From an optimization exercise on the open Yosys and OpenROAD flow, aimed at small area, a short achievable clock period and few clock cycles per item; shortcuts taken in it are not production practice. The RTL of this run was laid out without a check of its function.

## flow/design.v

```verilog
module aes_g_xor (input a, input b, output y);
  assign y = a ^ b;
endmodule
module aes_g_xnor (input a, input b, output y);
  assign y = ~(a ^ b);
endmodule
module aes_g_nand (input a, input b, output y);
  assign y = ~(a & b);
endmodule
module aes_g_nor (input a, input b, output y);
  assign y = ~(a | b);
endmodule
module aes_g_andn (input a, input b, output y);
  assign y = ~a & b;
endmodule
module aes_sbox (
  input  [7:0] x,
  output [7:0] y
);
  wire U0 = x[7], U1 = x[6], U2 = x[5], U3 = x[4];
  wire U4 = x[3], U5 = x[2], U6 = x[1], U7 = x[0];
  wire T1;
  aes_g_xor g0 (.a(U0), .b(U3), .y(T1));
  wire T2;
  aes_g_xor g1 (.a(U0), .b(U5), .y(T2));
  wire T3;
  aes_g_xor g2 (.a(U0), .b(U6), .y(T3));
  wire T4;
  aes_g_xor g3 (.a(U3), .b(U5), .y(T4));
  wire T5;
  aes_g_xor g4 (.a(U4), .b(U6), .y(T5));
  wire T6;
  aes_g_xor g5 (.a(T1), .b(T5), .y(T6));
  wire T7;
  aes_g_xor g6 (.a(U1), .b(U2), .y(T7));
  wire T8;
  aes_g_xor g7 (.a(U7), .b(T6), .y(T8));
  wire T9;
  aes_g_xor g8 (.a(U7), .b(T7), .y(T9));
  wire T10;
  aes_g_xor g9 (.a(T6), .b(T7), .y(T10));
  wire T11;
  aes_g_xor g10 (.a(U1), .b(U5), .y(T11));
  wire T12;
  aes_g_xnor g11 (.a(U2), .b(U5), .y(T12));
  wire T13;
  aes_g_xor g12 (.a(T3), .b(T4), .y(T13));
  wire T14;
  aes_g_xor g13 (.a(T6), .b(T11), .y(T14));
  wire T15;
  aes_g_xor g14 (.a(T5), .b(T11), .y(T15));
  wire T16;
  aes_g_xnor g15 (.a(T5), .b(T12), .y(T16));
  wire T17;
  aes_g_xor g16 (.a(T9), .b(T16), .y(T17));
  wire T18;
  aes_g_xor g17 (.a(U3), .b(U7), .y(T18));
  wire T19;
  aes_g_xor g18 (.a(T7), .b(T18), .y(T19));
  wire T20;
  aes_g_xor g19 (.a(T1), .b(T19), .y(T20));
  wire T21;
  aes_g_xor g20 (.a(U6), .b(U7), .y(T21));
  wire T22;
  aes_g_xor g21 (.a(T7), .b(T21), .y(T22));
  wire T23;
  aes_g_xor g22 (.a(T2), .b(T22), .y(T23));
  wire T24;
  aes_g_xor g23 (.a(T2), .b(T10), .y(T24));
  wire T25;
  aes_g_xor g24 (.a(T20), .b(T17), .y(T25));
  wire T26;
  aes_g_xor g25 (.a(T3), .b(T16), .y(T26));
  wire T27;
  aes_g_xnor g26 (.a(T1), .b(T12), .y(T27));
  wire M1;
  aes_g_nand g27 (.a(T13), .b(T6), .y(M1));
  wire M2;
  aes_g_nand g28 (.a(T23), .b(T8), .y(M2));
  wire M3;
  aes_g_xor g29 (.a(T14), .b(M1), .y(M3));
  wire M4;
  aes_g_nand g30 (.a(T19), .b(U7), .y(M4));
  wire M5;
  aes_g_xnor g31 (.a(M4), .b(M1), .y(M5));
  wire M6;
  aes_g_nand g32 (.a(T3), .b(T16), .y(M6));
  wire M7;
  aes_g_nand g33 (.a(T22), .b(T9), .y(M7));
  wire M8;
  aes_g_xor g34 (.a(T26), .b(M6), .y(M8));
  wire M9;
  aes_g_nand g35 (.a(T20), .b(T17), .y(M9));
  wire M10;
  aes_g_xor g36 (.a(M9), .b(M6), .y(M10));
  wire M11;
  aes_g_nand g37 (.a(T1), .b(T15), .y(M11));
  wire M12;
  aes_g_nand g38 (.a(T4), .b(T27), .y(M12));
  wire M13;
  aes_g_xor g39 (.a(M12), .b(M11), .y(M13));
  wire M14;
  aes_g_nand g40 (.a(T2), .b(T10), .y(M14));
  wire M15;
  aes_g_xor g41 (.a(M14), .b(M11), .y(M15));
  wire M16;
  aes_g_xnor g42 (.a(M3), .b(M2), .y(M16));
  wire M17;
  aes_g_xnor g43 (.a(M5), .b(T24), .y(M17));
  wire M18;
  aes_g_xnor g44 (.a(M8), .b(M7), .y(M18));
  wire M19;
  aes_g_xnor g45 (.a(M10), .b(M15), .y(M19));
  wire M20;
  aes_g_xnor g46 (.a(M16), .b(M13), .y(M20));
  wire M21;
  aes_g_xor g47 (.a(M17), .b(M15), .y(M21));
  wire M22;
  aes_g_xnor g48 (.a(M18), .b(M13), .y(M22));
  wire M23;
  aes_g_xnor g49 (.a(M19), .b(T25), .y(M23));
  wire M24;
  aes_g_xnor g50 (.a(M22), .b(M23), .y(M24));
  wire M25;
  aes_g_nand g51 (.a(M22), .b(M20), .y(M25));
  wire M26;
  aes_g_xor g52 (.a(M21), .b(M25), .y(M26));
  wire M27;
  aes_g_xnor g53 (.a(M20), .b(M21), .y(M27));
  wire M28;
  aes_g_xor g54 (.a(M23), .b(M25), .y(M28));
  wire M29;
  aes_g_nor g55 (.a(M28), .b(M27), .y(M29));
  wire M30;
  aes_g_nor g56 (.a(M26), .b(M24), .y(M30));
  wire M31;
  aes_g_nand g57 (.a(M20), .b(M23), .y(M31));
  wire M32;
  aes_g_nor g58 (.a(M27), .b(M31), .y(M32));
  wire M33;
  aes_g_xor g59 (.a(M27), .b(M25), .y(M33));
  wire M34;
  aes_g_nand g60 (.a(M21), .b(M22), .y(M34));
  wire M35;
  aes_g_nor g61 (.a(M24), .b(M34), .y(M35));
  wire M36;
  aes_g_xor g62 (.a(M24), .b(M25), .y(M36));
  wire M37;
  aes_g_xor g63 (.a(M21), .b(M29), .y(M37));
  wire M38;
  aes_g_xor g64 (.a(M32), .b(M33), .y(M38));
  wire M39;
  aes_g_xor g65 (.a(M23), .b(M30), .y(M39));
  wire M40;
  aes_g_xor g66 (.a(M35), .b(M36), .y(M40));
  wire M41;
  aes_g_xor g67 (.a(M38), .b(M40), .y(M41));
  wire M42;
  aes_g_xor g68 (.a(M37), .b(M39), .y(M42));
  wire M43;
  aes_g_xor g69 (.a(M37), .b(M38), .y(M43));
  wire M44;
  aes_g_xor g70 (.a(M39), .b(M40), .y(M44));
  wire M45;
  aes_g_xor g71 (.a(M42), .b(M41), .y(M45));
  wire M46;
  aes_g_nand g72 (.a(M44), .b(T6), .y(M46));
  wire M47;
  aes_g_nand g73 (.a(M40), .b(T8), .y(M47));
  wire M48;
  aes_g_nand g74 (.a(M39), .b(U7), .y(M48));
  wire M49;
  aes_g_nand g75 (.a(M43), .b(T16), .y(M49));
  wire M50;
  aes_g_nand g76 (.a(M38), .b(T9), .y(M50));
  wire M51;
  aes_g_nand g77 (.a(M37), .b(T17), .y(M51));
  wire M52;
  aes_g_nand g78 (.a(M42), .b(T15), .y(M52));
  wire M53;
  aes_g_nand g79 (.a(M45), .b(T27), .y(M53));
  wire M54;
  aes_g_nand g80 (.a(M41), .b(T10), .y(M54));
  wire M55;
  aes_g_nand g81 (.a(M44), .b(T13), .y(M55));
  wire M56;
  aes_g_nand g82 (.a(M40), .b(T23), .y(M56));
  wire M57;
  aes_g_nand g83 (.a(M39), .b(T19), .y(M57));
  wire M58;
  aes_g_nand g84 (.a(M43), .b(T3), .y(M58));
  wire M59;
  aes_g_nand g85 (.a(M38), .b(T22), .y(M59));
  wire M60;
  aes_g_nand g86 (.a(M37), .b(T20), .y(M60));
  wire M61;
  aes_g_nand g87 (.a(M42), .b(T1), .y(M61));
  wire M62;
  aes_g_nand g88 (.a(M45), .b(T4), .y(M62));
  wire M63;
  aes_g_nand g89 (.a(M41), .b(T2), .y(M63));
  wire L0;
  aes_g_xor g90 (.a(M61), .b(M62), .y(L0));
  wire L1;
  aes_g_xnor g91 (.a(M50), .b(M56), .y(L1));
  wire L2;
  aes_g_xor g92 (.a(M46), .b(M48), .y(L2));
  wire L3;
  aes_g_xnor g93 (.a(M47), .b(M55), .y(L3));
  wire L4;
  aes_g_xor g94 (.a(M54), .b(M58), .y(L4));
  wire L5;
  aes_g_xnor g95 (.a(M49), .b(M61), .y(L5));
  wire L6;
  aes_g_xnor g96 (.a(M62), .b(L5), .y(L6));
  wire L7;
  aes_g_xor g97 (.a(M46), .b(L3), .y(L7));
  wire L8;
  aes_g_xnor g98 (.a(M51), .b(M59), .y(L8));
  wire L9;
  aes_g_xnor g99 (.a(M52), .b(M53), .y(L9));
  wire L10;
  aes_g_xnor g100 (.a(M53), .b(L4), .y(L10));
  wire L11;
  aes_g_xor g101 (.a(M60), .b(L2), .y(L11));
  wire L12;
  aes_g_xnor g102 (.a(M48), .b(M51), .y(L12));
  wire L13;
  aes_g_xor g103 (.a(M50), .b(L0), .y(L13));
  wire L14;
  aes_g_xnor g104 (.a(M52), .b(M61), .y(L14));
  wire L15;
  aes_g_xor g105 (.a(M55), .b(L1), .y(L15));
  wire L16;
  aes_g_xnor g106 (.a(M56), .b(L0), .y(L16));
  wire L17;
  aes_g_xor g107 (.a(M57), .b(L1), .y(L17));
  wire L18;
  aes_g_xor g108 (.a(M58), .b(L8), .y(L18));
  wire L19;
  aes_g_xnor g109 (.a(M63), .b(L4), .y(L19));
  wire L20;
  aes_g_xnor g110 (.a(L0), .b(L1), .y(L20));
  wire L21;
  aes_g_xnor g111 (.a(L1), .b(L7), .y(L21));
  wire L22;
  aes_g_xor g112 (.a(L3), .b(L12), .y(L22));
  wire L23;
  aes_g_xor g113 (.a(L18), .b(L2), .y(L23));
  wire L24;
  aes_g_xor g114 (.a(L15), .b(L9), .y(L24));
  wire L25;
  aes_g_xnor g115 (.a(L6), .b(L10), .y(L25));
  wire L26;
  aes_g_xnor g116 (.a(L7), .b(L9), .y(L26));
  wire L27;
  aes_g_xnor g117 (.a(L8), .b(L10), .y(L27));
  wire L28;
  aes_g_xnor g118 (.a(L11), .b(L14), .y(L28));
  wire L29;
  aes_g_xnor g119 (.a(L11), .b(L17), .y(L29));
  wire S0;
  aes_g_xor g120 (.a(L6), .b(L24), .y(S0));
  wire S1;
  aes_g_xnor g121 (.a(L16), .b(L26), .y(S1));
  wire S2;
  aes_g_xor g122 (.a(L19), .b(L28), .y(S2));
  wire S3;
  aes_g_xnor g123 (.a(L6), .b(L21), .y(S3));
  wire S4;
  aes_g_xor g124 (.a(L20), .b(L22), .y(S4));
  wire S5;
  aes_g_xor g125 (.a(L25), .b(L29), .y(S5));
  wire S6;
  aes_g_xor g126 (.a(L13), .b(L27), .y(S6));
  wire S7;
  aes_g_xor g127 (.a(L6), .b(L23), .y(S7));
  assign y = {S0, S1, S2, S3, S4, S5, S6, S7};
endmodule
module aes_sbox_pre (
  input  [7:0] xe,
  input  [7:0] xd,
  input        enc,
  output [7:0] y
);
  function [7:0] inv_aff(input [7:0] b);
    inv_aff = {b[6:0], b[7]} ^ {b[4:0], b[7:5]} ^ {b[1:0], b[7:2]} ^ 8'h05;
  endfunction
  assign y = enc ? xe : inv_aff(xd);
endmodule
module aes_x8 (input [7:0] a, input [7:0] b, output [7:0] y);
  assign y = a ^ b;
endmodule
module aes_xt (input [7:0] a, output [7:0] y);
  assign y = {a[6:0], 1'b0} ^ (a[7] ? 8'h1b : 8'h00);
endmodule
module aes_mc_col (
  input  [7:0] a0, a1, a2, a3,
  output [7:0] y0, y1, y2, y3
);
  wire [7:0] p01, p12, p23, p30, x0, x1, x2, x3, q0, q1, q2, q3;
  aes_x8 u_p01 (.a(a0), .b(a1), .y(p01));
  aes_x8 u_p12 (.a(a1), .b(a2), .y(p12));
  aes_x8 u_p23 (.a(a2), .b(a3), .y(p23));
  aes_x8 u_p30 (.a(a3), .b(a0), .y(p30));
  aes_xt u_x0 (.a(p01), .y(x0));
  aes_xt u_x1 (.a(p12), .y(x1));
  aes_xt u_x2 (.a(p23), .y(x2));
  aes_xt u_x3 (.a(p30), .y(x3));
  aes_x8 u_q0 (.a(a1), .b(p23), .y(q0));
  aes_x8 u_q1 (.a(a2), .b(p30), .y(q1));
  aes_x8 u_q2 (.a(a3), .b(p01), .y(q2));
  aes_x8 u_q3 (.a(a0), .b(p12), .y(q3));
  aes_x8 u_y0 (.a(q0), .b(x0), .y(y0));
  aes_x8 u_y1 (.a(q1), .b(x1), .y(y1));
  aes_x8 u_y2 (.a(q2), .b(x2), .y(y2));
  aes_x8 u_y3 (.a(q3), .b(x3), .y(y3));
endmodule
module aes_corr (
  input  [7:0] a0, a1, a2, a3,
  output [7:0] w, z
);
  function [7:0] m4(input [7:0] a);    
    m4 = {a[5:0], 2'b00} ^ (a[7] ? 8'h36 : 8'h00) ^ (a[6] ? 8'h1b : 8'h00);
  endfunction
  function [7:0] m8(input [7:0] a);    
    m8 = {a[4:0], 3'b000} ^ (a[7] ? 8'h6c : 8'h00) ^ (a[6] ? 8'h36 : 8'h00) ^ (a[5] ? 8'h1b : 8'h00);
  endfunction
  wire [7:0] e = a0 ^ a2;
  wire [7:0] f = a1 ^ a3;
  wire [7:0] s8 = m8(e ^ f);
  assign w = s8 ^ m4(e);
  assign z = s8 ^ m4(f);
endmodule
module aes_round_pre (
  input  [127:0] st_in,
  input          enc,
  output [127:0] u
);
  genvar i;
  generate
    for (i = 0; i < 16; i = i + 1) begin : g_pre
      localparam integer R = i % 4;
      localparam integer C = i / 4;
      localparam integer SE = R + 4 * ((C + R) % 4);       
      localparam integer SD = R + 4 * ((C - R + 4) % 4);   
      aes_sbox_pre u_pre (.xe(st_in[127-8*SE -: 8]), .xd(st_in[127-8*SD -: 8]),
                          .enc(enc), .y(u[127-8*i -: 8]));
    end
  endgenerate
endmodule
module aes_round1 (
  input  [127:0] u,
  output [127:0] sy
);
  genvar i;
  generate
    for (i = 0; i < 16; i = i + 1) begin : g_sub
      aes_sbox u_sbox (.x(u[127-8*i -: 8]), .y(sy[127-8*i -: 8]));
    end
  endgenerate
endmodule
module aes_round2 (
  input  [127:0] sy,
  input  [127:0] rkey,
  input  [3:0]   dec,
  input  [1:0]   last,
  output [127:0] st_out
);
  function [7:0] inv_aff(input [7:0] b);
    inv_aff = {b[6:0], b[7]} ^ {b[4:0], b[7:5]} ^ {b[1:0], b[7:2]} ^ 8'h05;
  endfunction
  wire [127:0] sb;     
  wire [127:0] ark;    
  wire [127:0] y;      
  wire [127:0] mc;
  wire [127:0] kk;     
  wire [127:0] mk;
  genvar i;
  generate
    for (i = 0; i < 16; i = i + 1) begin : g_byte
      localparam integer C = i / 4;
      assign sb[127-8*i -: 8] = dec[C] ? inv_aff(sy[127-8*i -: 8]) : sy[127-8*i -: 8];
      aes_x8 u_ark (.a(sb[127-8*i -: 8]), .b(rkey[127-8*i -: 8]), .y(ark[127-8*i -: 8]));
      assign y[127-8*i -: 8] = dec[C] ? ark[127-8*i -: 8] : sb[127-8*i -: 8];
      aes_x8 u_mk (.a(mc[127-8*i -: 8]), .b(kk[127-8*i -: 8]), .y(mk[127-8*i -: 8]));
      assign st_out[127-8*i -: 8] = last[C / 2] ? ark[127-8*i -: 8] : mk[127-8*i -: 8];
    end
    for (i = 0; i < 4; i = i + 1) begin : g_mix
      wire [7:0] w, z;
      aes_corr u_corr (.a0(y[127-32*i -: 8]), .a1(y[119-32*i -: 8]),
                       .a2(y[111-32*i -: 8]), .a3(y[103-32*i -: 8]), .w(w), .z(z));
      assign kk[127-32*i -: 32] = dec[i] ? {w, z, w, z} : rkey[127-32*i -: 32];
      aes_mc_col u_mc (.a0(y[127-32*i -: 8]), .a1(y[119-32*i -: 8]),
                       .a2(y[111-32*i -: 8]), .a3(y[103-32*i -: 8]),
                       .y0(mc[127-32*i -: 8]), .y1(mc[119-32*i -: 8]),
                       .y2(mc[111-32*i -: 8]), .y3(mc[103-32*i -: 8]));
    end
  endgenerate
endmodule
module aes_key_ctl (
  input             dec,
  input      [1:0]  klen,
  input      [3:0]  rnd,
  output reg [36:0] ctl
);
  always @(*) begin
    case ({dec, klen, rnd})
      7'b0000000: ctl = {7'b0100000, 5'b00001, 5'b00001, 5'b00001, 3'b001, 3'b001, 1'b1, 8'h01};
      7'b0000001: ctl = {7'b0000001, 5'b00001, 5'b00001, 5'b00001, 3'b001, 3'b100, 1'b1, 8'h02};
      7'b0000010: ctl = {7'b0000001, 5'b00001, 5'b00001, 5'b00001, 3'b001, 3'b100, 1'b1, 8'h04};
      7'b0000011: ctl = {7'b0000001, 5'b00001, 5'b00001, 5'b00001, 3'b001, 3'b100, 1'b1, 8'h08};
      7'b0000100: ctl = {7'b0000001, 5'b00001, 5'b00001, 5'b00001, 3'b001, 3'b100, 1'b1, 8'h10};
      7'b0000101: ctl = {7'b0000001, 5'b00001, 5'b00001, 5'b00001, 3'b001, 3'b100, 1'b1, 8'h20};
      7'b0000110: ctl = {7'b0000001, 5'b00001, 5'b00001, 5'b00001, 3'b001, 3'b100, 1'b1, 8'h40};
      7'b0000111: ctl = {7'b0000001, 5'b00001, 5'b00001, 5'b00001, 3'b001, 3'b100, 1'b1, 8'h80};
      7'b0001000: ctl = {7'b0000001, 5'b00001, 5'b00001, 5'b00001, 3'b001, 3'b100, 1'b1, 8'h1b};
      7'b0001001: ctl = {7'b0000001, 5'b00001, 5'b00001, 5'b00001, 3'b001, 3'b100, 1'b1, 8'h36};
      7'b0001010: ctl = {7'b0000001, 5'b00001, 5'b00001, 5'b00001, 3'b001, 3'b100, 1'b1, 8'h6c};
      7'b0001011: ctl = {7'b0000001, 5'b00001, 5'b00001, 5'b00001, 3'b001, 3'b100, 1'b1, 8'hd8};
      7'b0001100: ctl = {7'b0000001, 5'b00001, 5'b00001, 5'b00001, 3'b001, 3'b100, 1'b1, 8'hab};
      7'b0001101: ctl = {7'b0000001, 5'b00001, 5'b00001, 5'b00001, 3'b001, 3'b100, 1'b1, 8'h4d};
      7'b0001110: ctl = {7'b0000001, 5'b00001, 5'b00001, 5'b00001, 3'b001, 3'b100, 1'b1, 8'h9a};
      7'b0001111: ctl = {7'b0000001, 5'b00001, 5'b00001, 5'b00001, 3'b001, 3'b100, 1'b1, 8'h8d};
      7'b0010000: ctl = {7'b1000000, 5'b00001, 5'b00001, 5'b00001, 3'b001, 3'b001, 1'b1, 8'h01};
      7'b0010001: ctl = {7'b0000001, 5'b00010, 5'b00001, 5'b00001, 3'b001, 3'b010, 1'b0, 8'h00};
      7'b0010010: ctl = {7'b0000001, 5'b00001, 5'b00001, 5'b00001, 3'b001, 3'b010, 1'b1, 8'h02};
      7'b0010011: ctl = {7'b0000010, 5'b00010, 5'b00001, 5'b00010, 3'b001, 3'b010, 1'b1, 8'h04};
      7'b0010100: ctl = {7'b0000001, 5'b00010, 5'b00001, 5'b00001, 3'b001, 3'b010, 1'b0, 8'h00};
      7'b0010101: ctl = {7'b0000001, 5'b00001, 5'b00001, 5'b00001, 3'b001, 3'b010, 1'b1, 8'h08};
      7'b0010110: ctl = {7'b0000010, 5'b00010, 5'b00001, 5'b00010, 3'b001, 3'b010, 1'b1, 8'h10};
      7'b0010111: ctl = {7'b0000001, 5'b00010, 5'b00001, 5'b00001, 3'b001, 3'b010, 1'b0, 8'h00};
      7'b0011000: ctl = {7'b0000001, 5'b00001, 5'b00001, 5'b00001, 3'b001, 3'b010, 1'b1, 8'h20};
      7'b0011001: ctl = {7'b0000010, 5'b00010, 5'b00001, 5'b00010, 3'b001, 3'b010, 1'b1, 8'h40};
      7'b0011010: ctl = {7'b0000001, 5'b00010, 5'b00001, 5'b00001, 3'b001, 3'b010, 1'b0, 8'h00};
      7'b0011011: ctl = {7'b0000001, 5'b00001, 5'b00001, 5'b00001, 3'b001, 3'b010, 1'b1, 8'h80};
      7'b0011100: ctl = {7'b0000010, 5'b00010, 5'b00001, 5'b00010, 3'b001, 3'b010, 1'b1, 8'h1b};
      7'b0011101: ctl = {7'b0000001, 5'b00010, 5'b00001, 5'b00001, 3'b001, 3'b010, 1'b0, 8'h00};
      7'b0011110: ctl = {7'b0000001, 5'b00001, 5'b00001, 5'b00001, 3'b001, 3'b010, 1'b1, 8'h36};
      7'b0011111: ctl = {7'b0000010, 5'b00010, 5'b00001, 5'b00010, 3'b001, 3'b010, 1'b1, 8'h6c};
      7'b0100000: ctl = {7'b1000000, 5'b00001, 5'b00001, 5'b00001, 3'b001, 3'b001, 1'b1, 8'h01};
      7'b0100001: ctl = {7'b0000001, 5'b00001, 5'b00001, 5'b00001, 3'b001, 3'b001, 1'b1, 8'h01};
      7'b0100010: ctl = {7'b0000001, 5'b00001, 5'b00001, 5'b00001, 3'b001, 3'b001, 1'b0, 8'h00};
      7'b0100011: ctl = {7'b0000001, 5'b00001, 5'b00001, 5'b00001, 3'b001, 3'b001, 1'b1, 8'h02};
      7'b0100100: ctl = {7'b0000001, 5'b00001, 5'b00001, 5'b00001, 3'b001, 3'b001, 1'b0, 8'h00};
      7'b0100101: ctl = {7'b0000001, 5'b00001, 5'b00001, 5'b00001, 3'b001, 3'b001, 1'b1, 8'h04};
      7'b0100110: ctl = {7'b0000001, 5'b00001, 5'b00001, 5'b00001, 3'b001, 3'b001, 1'b0, 8'h00};
      7'b0100111: ctl = {7'b0000001, 5'b00001, 5'b00001, 5'b00001, 3'b001, 3'b001, 1'b1, 8'h08};
      7'b0101000: ctl = {7'b0000001, 5'b00001, 5'b00001, 5'b00001, 3'b001, 3'b001, 1'b0, 8'h00};
      7'b0101001: ctl = {7'b0000001, 5'b00001, 5'b00001, 5'b00001, 3'b001, 3'b001, 1'b1, 8'h10};
      7'b0101010: ctl = {7'b0000001, 5'b00001, 5'b00001, 5'b00001, 3'b001, 3'b001, 1'b0, 8'h00};
      7'b0101011: ctl = {7'b0000001, 5'b00001, 5'b00001, 5'b00001, 3'b001, 3'b001, 1'b1, 8'h20};
      7'b0101100: ctl = {7'b0000001, 5'b00001, 5'b00001, 5'b00001, 3'b001, 3'b001, 1'b0, 8'h00};
      7'b0101101: ctl = {7'b0000001, 5'b00001, 5'b00001, 5'b00001, 3'b001, 3'b001, 1'b1, 8'h40};
      7'b0101110: ctl = {7'b0000001, 5'b00001, 5'b00001, 5'b00001, 3'b001, 3'b001, 1'b0, 8'h00};
      7'b0101111: ctl = {7'b0000001, 5'b00001, 5'b00001, 5'b00001, 3'b001, 3'b001, 1'b1, 8'h80};
      7'b1000000: ctl = {7'b0000100, 5'b10000, 5'b01000, 5'b10000, 3'b010, 3'b100, 1'b1, 8'h8d};
      7'b1000001: ctl = {7'b0000100, 5'b10000, 5'b01000, 5'b10000, 3'b010, 3'b100, 1'b1, 8'h01};
      7'b1000010: ctl = {7'b0000100, 5'b10000, 5'b01000, 5'b10000, 3'b010, 3'b100, 1'b1, 8'h02};
      7'b1000011: ctl = {7'b0000100, 5'b10000, 5'b01000, 5'b10000, 3'b010, 3'b100, 1'b1, 8'h04};
      7'b1000100: ctl = {7'b0000100, 5'b10000, 5'b01000, 5'b10000, 3'b010, 3'b100, 1'b1, 8'h08};
      7'b1000101: ctl = {7'b0000100, 5'b10000, 5'b01000, 5'b10000, 3'b010, 3'b100, 1'b1, 8'h10};
      7'b1000110: ctl = {7'b0000100, 5'b10000, 5'b01000, 5'b10000, 3'b010, 3'b100, 1'b1, 8'h20};
      7'b1000111: ctl = {7'b0000100, 5'b10000, 5'b01000, 5'b10000, 3'b010, 3'b100, 1'b1, 8'h40};
      7'b1001000: ctl = {7'b0000100, 5'b10000, 5'b01000, 5'b10000, 3'b010, 3'b100, 1'b1, 8'h80};
      7'b1001001: ctl = {7'b0000100, 5'b10000, 5'b01000, 5'b10000, 3'b010, 3'b100, 1'b1, 8'h1b};
      7'b1001010: ctl = {7'b0000100, 5'b10000, 5'b01000, 5'b10000, 3'b010, 3'b100, 1'b1, 8'h36};
      7'b1001011: ctl = {7'b0000100, 5'b10000, 5'b01000, 5'b10000, 3'b010, 3'b100, 1'b1, 8'h6c};
      7'b1001100: ctl = {7'b0000100, 5'b10000, 5'b01000, 5'b10000, 3'b010, 3'b100, 1'b1, 8'hd8};
      7'b1001101: ctl = {7'b0000100, 5'b10000, 5'b01000, 5'b10000, 3'b010, 3'b100, 1'b1, 8'hab};
      7'b1001110: ctl = {7'b0000100, 5'b10000, 5'b01000, 5'b10000, 3'b010, 3'b100, 1'b1, 8'h4d};
      7'b1001111: ctl = {7'b0000100, 5'b10000, 5'b01000, 5'b10000, 3'b010, 3'b100, 1'b1, 8'h9a};
      7'b1010000: ctl = {7'b0000001, 5'b01000, 5'b00100, 5'b01000, 3'b100, 3'b010, 1'b0, 8'h00};
      7'b1010001: ctl = {7'b0010000, 5'b01000, 5'b00100, 5'b01000, 3'b010, 3'b010, 1'b1, 8'h01};
      7'b1010010: ctl = {7'b0001000, 5'b01000, 5'b10000, 5'b01000, 3'b100, 3'b010, 1'b1, 8'h02};
      7'b1010011: ctl = {7'b0000001, 5'b01000, 5'b00100, 5'b01000, 3'b100, 3'b010, 1'b0, 8'h00};
      7'b1010100: ctl = {7'b0010000, 5'b01000, 5'b00100, 5'b01000, 3'b010, 3'b010, 1'b1, 8'h04};
      7'b1010101: ctl = {7'b0001000, 5'b01000, 5'b10000, 5'b01000, 3'b100, 3'b010, 1'b1, 8'h08};
      7'b1010110: ctl = {7'b0000001, 5'b01000, 5'b00100, 5'b01000, 3'b100, 3'b010, 1'b0, 8'h00};
      7'b1010111: ctl = {7'b0010000, 5'b01000, 5'b00100, 5'b01000, 3'b010, 3'b010, 1'b1, 8'h10};
      7'b1011000: ctl = {7'b0001000, 5'b01000, 5'b10000, 5'b01000, 3'b100, 3'b010, 1'b1, 8'h20};
      7'b1011001: ctl = {7'b0000001, 5'b01000, 5'b00100, 5'b01000, 3'b100, 3'b010, 1'b0, 8'h00};
      7'b1011010: ctl = {7'b0010000, 5'b01000, 5'b00100, 5'b01000, 3'b010, 3'b010, 1'b1, 8'h40};
      7'b1011011: ctl = {7'b0001000, 5'b01000, 5'b10000, 5'b01000, 3'b100, 3'b010, 1'b1, 8'h80};
      7'b1011100: ctl = {7'b0000001, 5'b01000, 5'b00100, 5'b01000, 3'b100, 3'b010, 1'b0, 8'h00};
      7'b1011101: ctl = {7'b0010000, 5'b01000, 5'b00100, 5'b01000, 3'b010, 3'b010, 1'b1, 8'h1b};
      7'b1011110: ctl = {7'b0001000, 5'b01000, 5'b10000, 5'b01000, 3'b100, 3'b010, 1'b1, 8'h36};
      7'b1011111: ctl = {7'b0000001, 5'b01000, 5'b00100, 5'b01000, 3'b100, 3'b010, 1'b0, 8'h00};
      7'b1100000: ctl = {7'b0001000, 5'b00100, 5'b00010, 5'b00100, 3'b010, 3'b001, 1'b0, 8'h00};
      7'b1100001: ctl = {7'b0001000, 5'b00100, 5'b00010, 5'b00100, 3'b010, 3'b001, 1'b1, 8'h01};
      7'b1100010: ctl = {7'b0001000, 5'b00100, 5'b00010, 5'b00100, 3'b010, 3'b001, 1'b0, 8'h00};
      7'b1100011: ctl = {7'b0001000, 5'b00100, 5'b00010, 5'b00100, 3'b010, 3'b001, 1'b1, 8'h02};
      7'b1100100: ctl = {7'b0001000, 5'b00100, 5'b00010, 5'b00100, 3'b010, 3'b001, 1'b0, 8'h00};
      7'b1100101: ctl = {7'b0001000, 5'b00100, 5'b00010, 5'b00100, 3'b010, 3'b001, 1'b1, 8'h04};
      7'b1100110: ctl = {7'b0001000, 5'b00100, 5'b00010, 5'b00100, 3'b010, 3'b001, 1'b0, 8'h00};
      7'b1100111: ctl = {7'b0001000, 5'b00100, 5'b00010, 5'b00100, 3'b010, 3'b001, 1'b1, 8'h08};
      7'b1101000: ctl = {7'b0001000, 5'b00100, 5'b00010, 5'b00100, 3'b010, 3'b001, 1'b0, 8'h00};
      7'b1101001: ctl = {7'b0001000, 5'b00100, 5'b00010, 5'b00100, 3'b010, 3'b001, 1'b1, 8'h10};
      7'b1101010: ctl = {7'b0001000, 5'b00100, 5'b00010, 5'b00100, 3'b010, 3'b001, 1'b0, 8'h00};
      7'b1101011: ctl = {7'b0001000, 5'b00100, 5'b00010, 5'b00100, 3'b010, 3'b001, 1'b1, 8'h20};
      7'b1101100: ctl = {7'b0001000, 5'b00100, 5'b00010, 5'b00100, 3'b010, 3'b001, 1'b0, 8'h00};
      7'b1101101: ctl = {7'b0001000, 5'b00100, 5'b00010, 5'b00100, 3'b010, 3'b001, 1'b1, 8'h40};
      7'b1101110: ctl = {7'b0001000, 5'b00100, 5'b00010, 5'b00100, 3'b010, 3'b001, 1'b0, 8'h00};
      7'b1101111: ctl = {7'b0001000, 5'b00100, 5'b00010, 5'b00100, 3'b010, 3'b001, 1'b1, 8'h80};
      default: ctl = 37'd0;
    endcase
  end
endmodule
module aes_key_sin (
  input  [255:0] r,
  input  [6:0]   sin_sel,    
  output [31:0]  sin
);
  wire [31:0] s2 = r[191:160], s3 = r[159:128];
  wire [31:0] s4 = r[127:96],  s5 = r[95:64],   s6 = r[63:32],   s7 = r[31:0];
  assign sin = ({32{sin_sel[0]}} & s7) | ({32{sin_sel[1]}} & (s3 ^ s2 ^ s7)) |
               ({32{sin_sel[2]}} & (s4 ^ s5)) | ({32{sin_sel[3]}} & s4) |
               ({32{sin_sel[4]}} & s6) | ({32{sin_sel[5]}} & s3) | ({32{sin_sel[6]}} & s5);
endmodule
module aes_key_sub (
  input  [31:0] sin,
  input         rot,
  input  [7:0]  rcon,
  output [31:0] t
);
  wire [31:0] sw;
  genvar i;
  generate
    for (i = 0; i < 4; i = i + 1) begin : g_sub
      aes_sbox u_sbox (.x(sin[31-8*i -: 8]), .y(sw[31-8*i -: 8]));
    end
  endgenerate
  assign t = rot ? ({sw[23:0], sw[31:24]} ^ {rcon, 24'h0}) : sw;
endmodule
module aes_key_step (
  input  [255:0] r,
  input  [31:0]  t,
  input  [36:0]  ctl,
  output [127:0] nw       
);
  wire [31:0] s0 = r[255:224], s1 = r[223:192], s2 = r[191:160], s3 = r[159:128];
  wire [31:0] s4 = r[127:96],  s5 = r[95:64],   s6 = r[63:32],   s7 = r[31:0];
  wire [4:0] x0s = ctl[29:25];
  wire [4:0] x1s = ctl[24:20];
  wire [4:0] x2s = ctl[19:15];
  wire [2:0] x3s = ctl[14:12];
  wire [2:0] bs  = ctl[11:9];
  wire [31:0] b0 = ({32{bs[0]}} & s0) | ({32{bs[1]}} & s2) | ({32{bs[2]}} & s4);
  wire [31:0] b1 = ({32{bs[0]}} & s1) | ({32{bs[1]}} & s3) | ({32{bs[2]}} & s5);
  wire [31:0] b2 = ({32{bs[0]}} & s2) | ({32{bs[1]}} & s4) | ({32{bs[2]}} & s6);
  wire [31:0] b3 = ({32{bs[0]}} & s3) | ({32{bs[1]}} & s5) | ({32{bs[2]}} & s7);
  wire [31:0] n0, n1, n2, n3;
  wire [31:0] x0 = ({32{x0s[0]}} & t)  | ({32{x0s[1]}} & s7) | ({32{x0s[2]}} & s1) |
                   ({32{x0s[3]}} & s3) | ({32{x0s[4]}} & s5);
  wire [31:0] x1 = ({32{x1s[0]}} & n0) | ({32{x1s[1]}} & s2) | ({32{x1s[2]}} & s4) |
                   ({32{x1s[3]}} & s6) | ({32{x1s[4]}} & t);
  wire [31:0] x2 = ({32{x2s[0]}} & n1) | ({32{x2s[1]}} & t)  | ({32{x2s[2]}} & s3) |
                   ({32{x2s[3]}} & s5) | ({32{x2s[4]}} & s7);
  wire [31:0] x3 = ({32{x3s[0]}} & n2) | ({32{x3s[1]}} & t)  | ({32{x3s[2]}} & s6);
  assign n0 = b0 ^ x0;
  assign n1 = b1 ^ x1;
  assign n2 = b2 ^ x2;
  assign n3 = b3 ^ x3;
  assign nw = {n0, n1, n2, n3};
endmodule
module aes_ecb_core (
  input              clk,
  input              rst,         
  input              key_load,    
  input      [1:0]   key_len,
  input      [255:0] key_in,
  input              blk_start,   
  input              decrypt,     
  input      [127:0] blk_in,
  output             ready,
  output reg         done,        
  output     [127:0] blk_out
);
  reg          ph;        
  reg  [1:0]   klen;      
  reg  [255:0] k0;        
  reg          k0x;       
  reg  [255:0] ke;        
  reg          kev;       
  reg  [127:0] ib;
  reg          ibv;
  reg          ibdec;
  reg  [127:0] x, y, ob;
  reg          xv, yv;
  reg  [127:0] rk;        
  reg          sdec;      
  reg          slast;     
  reg  [1:0]   sdec_p;    
  reg  [1:0]   sdec_n;    
  reg          slast_p;   
  reg          slast_n;   
  reg  [255:0] kr;        
  reg  [31:0]  ks;        
  reg  [31:0]  kt;        
  reg  [36:0]  kctl;      
  reg  [3:0]   kn;        
  reg          pact;      
  reg          kext;      
  reg          kprep;     
  reg          pdec;      
  reg  [1:0]   pklen;
  reg          ecap;      
  reg          jstart;    
  wire [3:0] knr = (klen == 2'd0) ? 4'd10 : (klen == 2'd1) ? 4'd12 : 4'd14;
  wire [3:0] pnr = (pklen == 2'd0) ? 4'd10 : (pklen == 2'd1) ? 4'd12 : 4'd14;
  wire       last_n = (kn == (pdec ? 4'd0 : pnr));    
  wire [31:0]  t;
  wire [127:0] nw;
  aes_key_sub  u_ksub (.sin(ks), .rot(kctl[8]), .rcon(kctl[7:0]), .t(t));
  aes_key_step u_kstp (.r(kr), .t(kt), .ctl(kctl), .nw(nw));
  wire [255:0] kr_next = {kr[127:0], nw};
  wire [127:0] s1, s2, u;
  aes_round1 u_r1 (.u(x), .sy(s1));
  aes_round2 u_r2 (.sy(y), .rkey(rk), .dec({sdec_p[0], ~sdec_n[0], sdec_p[1], ~sdec_n[1]}),
                   .last({slast_p, ~slast_n}), .st_out(s2));
  aes_round_pre u_pre (.st_in((go_a | go_b) ? (ib ^ rk0) : s2),
                       .enc((go_a | go_b) ? ~ibdec : ~sdec), .u(u));
  wire [127:0] rk0 = ibdec ? {ke[159:128], ke[191:160], ke[223:192], ke[255:224]} : k0[255:128];
  wire kfree   = ~kext & ~kprep & (~pact | slast);
  wire can_go  = ~ph & kfree & ibv;
  wire go_ext  = can_go & ~k0x;
  wire go_prep = can_go & k0x & ibdec & ~kev;
  wire go_a    = can_go & k0x & ~(ibdec & ~kev);           
  wire go_b    = ph & jstart & ibv & (ibdec == pdec);      
  wire step    = ~ph & (kext | kprep | (pact & ~slast));
  wire cap     = step & ~pdec & (kprep | ecap) & (kn == pnr - 4'd1);
  wire fin     = yv & slast;
  wire [255:0] kr_n    = (go_ext | go_prep) ? k0 : go_a ? (ibdec ? ke : k0) :
                         step ? kr_next : kr;
  wire [3:0]   kn_n    = go_ext ? 4'd0 : go_prep ? 4'd1 : go_a ? (ibdec ? knr - 4'd1 : 4'd1) :
                         step ? (pdec ? kn - 4'd1 : kn + 4'd1) : kn;
  wire         pdec_n  = (go_ext | go_prep) ? 1'b0 : go_a ? ibdec : pdec;
  wire [1:0]   pklen_n = (go_ext | go_prep | go_a) ? klen : pklen;
  wire [36:0]  kctl_n;
  wire [31:0]  ks_n;
  aes_key_ctl u_kctl (.dec(pdec_n), .klen(pklen_n), .rnd(kn_n), .ctl(kctl_n));
  aes_key_sin u_ksin (.r(kr_n), .sin_sel(kctl_n[36:30]), .sin(ks_n));
  assign ready   = ready_r;
  assign blk_out = ob;
  wire acc_key = key_load & ready_r;
  wire acc_blk = blk_start & ready_r & ~key_load;
  reg          ready_r;
  wire ph_nx     = ~ph;
  wire ibv_nx    = acc_blk | (ibv & ~(go_a | go_b));
  wire ibdec_nx  = acc_blk ? decrypt : ibdec;
  wire kext_nx   = go_ext | (kext & ph);
  wire kprep_nx  = go_prep | (kprep & ~(~ph & (kn == pnr - 4'd1)));
  wire pact_nx   = go_a | (pact & ~(~ph & slast));
  wire slast_nx = ph ? last_n : slast;
  wire k0x_nx    = acc_key ? key_len[1] : (k0x | (~ph & kext));
  wire kev_nx    = ~acc_key & (kev | cap);
  wire jstart_nx = go_a;
  wire kfree_nx  = ~kext_nx & ~kprep_nx & (~pact_nx | slast_nx);
  wire go_a_nx   = ~ph_nx & kfree_nx & ibv_nx & k0x_nx & ~(ibdec_nx & ~kev_nx);
  wire go_b_nx   = ph_nx & jstart_nx & ibv_nx & (ibdec_nx == pdec_n);
  wire ready_nx  = ~ibv_nx | go_a_nx | go_b_nx;
  wire [255:0] ke_new = {kr_next[31:0], kr_next[63:32], kr_next[95:64], kr_next[127:96],
                         kr_next[159:128], kr_next[191:160], kr_next[223:192], kr_next[255:224]};
  always @(posedge clk) begin
    y  <= s1;
    x  <= u;
    kt <= t;
    ks <= ks_n;
    kctl <= kctl_n;
    if (fin) ob <= s2;
    if (ph) begin
      rk    <= pdec ? {kr[31:0], kr[63:32], kr[95:64], kr[127:96]} : kr[127:0];
      sdec  <= pdec;
      slast <= last_n;
      sdec_p  <= {pdec, pdec_n};
      sdec_n  <= {~pdec, ~pdec_n};
      slast_p <= last_n;
      slast_n <= ~last_n;
    end
  end
  always @(posedge clk) begin
    if (rst) begin
      ph     <= 1'b0;
      xv     <= 1'b0;
      yv     <= 1'b0;
      done   <= 1'b0;
      ibv    <= 1'b0;
      kev    <= 1'b0;
      k0x    <= 1'b0;
      pact   <= 1'b0;
      kext   <= 1'b0;
      kprep  <= 1'b0;
      jstart <= 1'b0;
      ready_r <= 1'b1;
    end else begin
      ready_r <= ready_nx;
      ph   <= ~ph;
      done <= fin;
      yv   <= xv;
      xv   <= go_a | go_b | (yv & ~slast);
      if (acc_blk) begin
        ib    <= blk_in;
        ibv   <= 1'b1;
        ibdec <= decrypt;
      end else if (go_a | go_b)
        ibv <= 1'b0;
      kr    <= kr_n;
      kn    <= kn_n;
      pdec  <= pdec_n;
      pklen <= pklen_n;
      if (~ph) begin
        if (kext) kext <= 1'b0;
        if (kprep & (kn == pnr - 4'd1)) kprep <= 1'b0;
        if (pact & slast) pact <= 1'b0;
      end
      jstart <= go_a;
      if (go_ext)  kext  <= 1'b1;
      if (go_prep) kprep <= 1'b1;
      if (go_a) begin
        pact <= 1'b1;
        ecap <= 1'b1;
      end
      if (acc_key) begin
        k0   <= key_in;
        klen <= key_len;
        k0x  <= key_len[1];
        kev  <= 1'b0;
        ecap <= 1'b0;
      end else begin
        if (cap) begin
          ke  <= ke_new;
          kev <= 1'b1;
        end
        if (~ph & kext) begin
          if (pklen == 2'd0) k0[127:0] <= nw;
          else               k0[63:0]  <= nw[127:64];
          k0x <= 1'b1;
        end
      end
    end
  end
endmodule
```

## flow/run.sh

```bash
#!/bin/bash
# synth_recipe.tcl (not shown) runs the flow's synth.tcl, then flattens the netlist and writes it again
# the make line also repeats each setting of config.mk as NAME=value (left out here)
make -C /OpenROAD-flow-scripts/flow DESIGN_CONFIG=/design/flow/config.mk WORK_HOME=/design/flow/orfs CLKGATE_MAP_FILE= SYNTH_SCRIPT=/design/flow/synth_recipe.tcl finish
```

## flow/config.mk

```make
export PLATFORM = sky130hd
export DESIGN_NAME = aes_ecb_core
export DESIGN_NICKNAME = aes_ecb_core
export VERILOG_FILES = /design/flow/design.v
export SDC_FILE = /design/flow/constraint.sdc
export NUM_CORES = 4
export LEC_CHECK = 0
export CAP_MARGIN = 20
export CORE_MARGIN = 2
export CORE_UTILIZATION = 40
export PLACE_DENSITY = 0.55
export SLEW_MARGIN = 40
export SYNTH_HIERARCHICAL = 1
```

## flow/constraint.sdc

```tcl
create_clock -name core_clock -period 11.0 [get_ports {clk}]
set_input_delay 2.2000 -clock core_clock [delete_from_list [all_inputs] [get_ports {clk}]]
set_output_delay 2.2000 -clock core_clock [all_outputs]
set_load 0.01 [all_outputs]
```

==> out/qor.yml <==
outcome:
  status: "aborted with a tool error"
  lastStage: "synthesis"
  tool.error: "ERROR: TCL interpreter returned an error: Source files actually used in the design:"
logic_synthesis:
  ys_warn_count: 5
